What follows belongs to an exercise in optimizing a design on an open flow for small area, a short achievable clock period and few clock cycles; a production flow would make more cautious choices. Function was checked by simulation only, so behaviour that the tests miss may differ from the original. Power is estimated from default activity; no workload was simulated.

==> inputs of indigo <==
// mips_core
module mips_core (
    input  wire        clk,
    input  wire        rst,
    input  wire        host_cmd_valid,
    output reg         host_cmd_ready,
    input  wire [2:0]  host_cmd_op,
    input  wire [4:0]  host_cmd_idx,
    input  wire [31:0] host_cmd_data,
    output reg         host_resp_valid,
    output reg  [2:0]  host_resp_status,
    output reg  [7:0]  host_resp_code,
    output reg  [31:0] host_resp_data,
    output reg         mem_req_valid,
    input  wire        mem_req_ready,
    output reg         mem_req_we,
    output reg  [31:0] mem_req_addr,
    output reg  [31:0] mem_req_wdata,
    input  wire        mem_resp_valid,
    input  wire        mem_resp_err,
    input  wire [7:0]  mem_resp_code,
    input  wire [31:0] mem_resp_rdata
);
clock: 11.0 ns
lec_check: 0
cap_margin: 20
core_margin: 2
core_utilization: 60
setup_slack_margin: 5
slew_margin: 20
synth_hierarchical: 1
synth_minimum_keep_size: 0
run.sh (not shown) runs the stock make flow with config.mk's settings and CLKGATE_MAP_FILE= SYNTH_SCRIPT=/design/flow/synth_recipe.tcl, a recipe that flattens the netlist after the stock synthesis.
==> inputs of violet, as changes to indigo <==
- CAP_MARGIN: 20 -> 30
- CORE_UTILIZATION: 60 -> 50
- SLEW_MARGIN: 20 -> 30
==> notes.md <==
quantity	indigo	violet
Buffer depth of the longest clock path	3	3
Post-DP Area	94,200 µm²	95,000 µm²
Post-Place Setup Slack	2.46 ns	2.75 ns
Standard-cell rows	140	154
Total number of yosys warnings	42	42
Number of setup buffers added after CTS	193	299
Effective utilization at floorplan	0.605	0.502
Vertical die dimension	388 µm	424 µm
Count of instances resized after the clock tree is built	802	914
Half-perimeter wire length after detailed placement	370 mm	384 mm
Final weighted congestion in routability-driven placement	1.25	1.17
Cell count after placement	10,900	11,300
Run status	did not finish	no timing/DRC/antenna violations
Failing step	global routing	-
CTS buffer count	137	143
Horizontal extent of the die	388 µm	424 µm
Testbench counts of indigo, summed over its fixed seeds: cycles 73,516.
Testbench counts of violet, summed over its fixed seeds: cycles 73,516.

==> delta <==
Starting RTL as in the previous note.
// mips_core
module mips_core (
    input  wire        clk,
    input  wire        rst,
    input  wire        host_cmd_valid,
    output reg         host_cmd_ready,
    input  wire [2:0]  host_cmd_op,
    input  wire [4:0]  host_cmd_idx,
    input  wire [31:0] host_cmd_data,
    output reg         host_resp_valid,
    output reg  [2:0]  host_resp_status,
    output reg  [7:0]  host_resp_code,
    output reg  [31:0] host_resp_data,
    output reg         mem_req_valid,
    input  wire        mem_req_ready,
    output reg         mem_req_we,
    output reg  [31:0] mem_req_addr,
    output reg  [31:0] mem_req_wdata,
    input  wire        mem_resp_valid,
    input  wire        mem_resp_err,
    input  wire [7:0]  mem_resp_code,
    input  wire [31:0] mem_resp_rdata
);
    localparam OP_STEP    = 3'd0;
    localparam OP_GET_REG = 3'd1;
    localparam OP_SET_REG = 3'd2;
    localparam OP_GET_PC  = 3'd3;
    localparam OP_SET_PC  = 3'd4;
    localparam ST_OK     = 3'd0;
    localparam ST_INVAL  = 3'd1;
    localparam ST_ALIGN  = 3'd2;
    localparam ST_OVF    = 3'd3;
    localparam ST_MEMERR = 3'd4;
    localparam ST_BADARG = 3'd5;
    localparam S_IDLE  = 4'd0;    
    localparam S_FREQ  = 4'd1;    
    localparam S_FWAIT = 4'd2;    
    localparam S_X     = 4'd3;    
    localparam S_DREQ  = 4'd4;    
    localparam S_DWAIT = 4'd5;    
    localparam S_RESP  = 4'd6;    
    localparam S_OK    = 4'd7;    
    localparam S_MD1   = 4'd8;    
    localparam S_MD    = 4'd9;    
    localparam S_MDF   = 4'd10;   
    localparam S_MDF2  = 4'd12;   
    localparam S_MDF3  = 4'd13;   
    localparam S_N1    = 4'd14;   
    localparam S_N2    = 4'd15;   
    localparam S_GET   = 4'd11;   
    reg [3:0]  st;
    reg [31:0] pc;
    reg [31:0] npc;
    reg [31:0] hi;
  ...
==> flow/config.mk <==
export PLATFORM = sky130hd
export DESIGN_NAME = mips_core
export DESIGN_NICKNAME = mips_core
export VERILOG_FILES = /design/flow/design.v
export SDC_FILE = /design/flow/constraint.sdc
export NUM_CORES = 8
export LEC_CHECK = 0
export CAP_MARGIN = 30
export CORE_MARGIN = 2
export CORE_UTILIZATION = 40
export SETUP_SLACK_MARGIN = 5
export SLEW_MARGIN = 30
export SYNTH_HIERARCHICAL = 1
export SYNTH_MINIMUM_KEEP_SIZE = 0
export TNS_END_PERCENT = 0
==> flow/constraint.sdc <==
create_clock -name core_clock -period 11.0 [get_ports {clk}]
set_input_delay 2.2000 -clock core_clock [delete_from_list [all_inputs] [get_ports {clk}]]
set_output_delay 2.2000 -clock core_clock [all_outputs]
set_load 0.01 [all_outputs]
==> onyx (differences from delta) <==
--- a/flow/config.mk
+++ b/flow/config.mk
@@ -9,3 +9,3 @@
 export CORE_MARGIN = 2
-export CORE_UTILIZATION = 40
+export CORE_UTILIZATION = 30
 export SETUP_SLACK_MARGIN = 5
==> notes.md <==
outcome=no timing/DRC/antenna violations; multi-input gate share of total cell area=47.9%; multi-input gate count=6,802; Clock buf/inv share=4.83%; post-DP HPWL=398 mm; multi-input logic area=50,500 um^2
The numbers above come from delta.

==> notes.md <==
outcome=no timing/DRC/antenna violations; Clock buf/inv share=4.89%; multi-input gate share of total cell area=47.3%; post-DP HPWL=443 mm; multi-input gate count=6,803; multi-input logic area=50,200 um^2
The numbers above come from onyx.

Testbench counts of delta, summed over its fixed seeds: cycles 73,516.
Testbench counts of onyx, summed over its fixed seeds: cycles 73,516.

==> inputs of wip/yarrow <==
Starting RTL as in the previous note.
==> flow/design.v (excerpt) <==
module mips_core (
    input  wire        clk,
    input  wire        rst,
    input  wire        host_cmd_valid,
    output reg         host_cmd_ready,
    input  wire [2:0]  host_cmd_op,
    input  wire [4:0]  host_cmd_idx,
    input  wire [31:0] host_cmd_data,
    output reg         host_resp_valid,
    output reg  [2:0]  host_resp_status,
    output reg  [7:0]  host_resp_code,
    output reg  [31:0] host_resp_data,
    output reg         mem_req_valid,
    input  wire        mem_req_ready,
    output reg         mem_req_we,
    output reg  [31:0] mem_req_addr,
    output reg  [31:0] mem_req_wdata,
    input  wire        mem_resp_valid,
    input  wire        mem_resp_err,
    input  wire [7:0]  mem_resp_code,
    input  wire [31:0] mem_resp_rdata
);
    localparam OP_STEP    = 3'd0;
    localparam OP_GET_REG = 3'd1;
    localparam OP_SET_REG = 3'd2;
    localparam OP_GET_PC  = 3'd3;
    localparam OP_SET_PC  = 3'd4;
    localparam ST_OK     = 3'd0;
    localparam ST_INVAL  = 3'd1;
    localparam ST_ALIGN  = 3'd2;
    localparam ST_OVF    = 3'd3;
    localparam ST_MEMERR = 3'd4;
    localparam ST_BADARG = 3'd5;
    localparam S_IDLE  = 4'd0;    
    localparam S_FREQ  = 4'd1;    
    localparam S_FWAIT = 4'd2;    
    localparam S_X     = 4'd3;    
    localparam S_DREQ  = 4'd4;    
    localparam S_DWAIT = 4'd5;    
    localparam S_RESP  = 4'd6;    
    localparam S_OK    = 4'd7;    
    localparam S_MD1   = 4'd8;    
    localparam S_MD    = 4'd9;    
    localparam S_MDF   = 4'd10;   
    localparam S_MDF2  = 4'd12;   
    localparam S_MDF3  = 4'd13;   
    localparam S_N1    = 4'd14;   
    localparam S_N2    = 4'd15;   
    localparam S_GET   = 4'd11;   
    reg [3:0]  st;
    reg [31:0] pc;
    reg [31:0] npc;
    reg [31:0] hi;
    reg [31:0] lo;
    reg [31:0] rf [1:31];
    reg        x_v;        
    reg [31:0] ir;         
    reg [31:0] opa;        
    reg [31:0] opb;        
    reg [31:0] tgt;        
    reg [4:0]  idx_q;      
    reg        wr_q;       
    reg        getreg_q;   
    reg [2:0]  status_q;
    reg [7:0]  code_q;
    reg        we_q;       
    reg        rmw_q;      
    reg        c_bimm, c_sub, c_rsum, c_rand, c_ror, c_rxor, c_rslt, c_rsltu;
    reg        c_rsh, c_rb, c_rlink, c_rhi, c_rlo, c_shl, c_sha, c_shv;
  ...
clock: 11.0 ns
lec_check: 0
cap_margin: 45
core_margin: 2
core_utilization: 50
cts_cluster_diameter: 60
cts_cluster_size: 30
setup_slack_margin: 5
slew_margin: 45
synth_hierarchical: 1
synth_minimum_keep_size: 0
tns_end_percent: 0
==> inputs of wip/willow, as changes to wip/yarrow <==
- CAP_MARGIN: 45 -> 30
- SLEW_MARGIN: 45 -> 30
- TNS_END_PERCENT: 0 -> default
==> qor summary <==
metric                                                          wip/yarrow                     wip/willow
Run status                                no timing/DRC/antenna violations                failed layout checks
Layout check failures                                                    -  capacitance limit, slew limit
Multi-Input Combinational                                             6800                           6804
Combinational gate power                                           19.2 mW                        20.3 mW
Number of CTS-inserted buffers                                         115                            113
Met3 usage in global routing                                         0.470                          0.457
Worst setup skew after layout                                     0.107 ns                       0.116 ns
Reg2Reg Launch Point                                      opb[4]$_DFFE_PN_               opa[2]$_DFFE_PP_
Count of non-filler cells in the finished layout                     11900                          12000
Routed wire length on met2                                          223 mm                         221 mm
Global-route wire length before repair                              817 mm                         800 mm
Power per standard cell area                                   307 mW/mm^2                    309 mW/mm^2
Post-Route M1 WL                                                    183 mm                         183 mm
Post CTS Setup Buffer Count                                            133                            240
Sequential power                                                   8.02 mW                        8.08 mW
Largest fanout on the critical path                                     25                              6
Most frequent CP cell                               sky130_fd_sc_hd__buf_4       sky130_fd_sc_hd__a21oi_2
Delay of the slowest cell on the worst path                        0.66 ns                        1.37 ns
Capture point of the worst reg-to-reg path             rf[9][23]$_DFFE_PP_              opb[14]$_DFFE_PN_
Launch instance of the worst min-delay path       status_q[0]$_SDFFE_PP0P_         md_cnt[3]$_SDFFE_PP0P_
GR Util All Layers                                                   0.662                          0.649
Maximum frequency from static timing analysis                      146 MHz                        149 MHz
Area growth syn-to-layout                                            17.8%                          21.0%
Fraction of area in registers                                        0.357                          0.347
Minimum clock period                                               6.84 ns                        6.69 ns
Share of power burned in the clock network                           0.147                          0.142
Testbench counts of wip/yarrow, summed over its fixed seeds: cycles 73,516.
Testbench counts of wip/willow, summed over its fixed seeds: cycles 73,516.

==> separate check: timing with driven ports <==
In the flow no input, the clock included, has a driving cell. The finished layouts below were timed again as built, in two steps.
Step 1 assumes that a clkbuf_16 drives the clock port and a buf_2 every other input.
Step 2 moves the port delays by t, midway between the first and last clock arrival at a register: inputs arrive t later, outputs are due t later. That takes back most of the time a late clock gives input paths.
a / b / c = ideal / step 1 / step 2; a / b = the first two.
run	shift t [ns]	slack for setup (ns)	worst register clock-pin slew, ns
violet	0.964	4.385 / 4.291 / 3.738	0.07 / 0.07
delta	0.939	4.414 / 4.375 / 3.542	0.07 / 0.07
onyx	0.963	4.235 / 4.170 / 3.357	0.07 / 0.07
wip/yarrow	0.989	4.158 / 4.158 / 3.358	0.11 / 0.11
wip/willow	0.942	4.310 / 4.310 / 3.596	0.12 / 0.12
The setup slack of onyx, which loses most, moves by -0.065 ns with the drivers and by -0.878 ns with both steps.
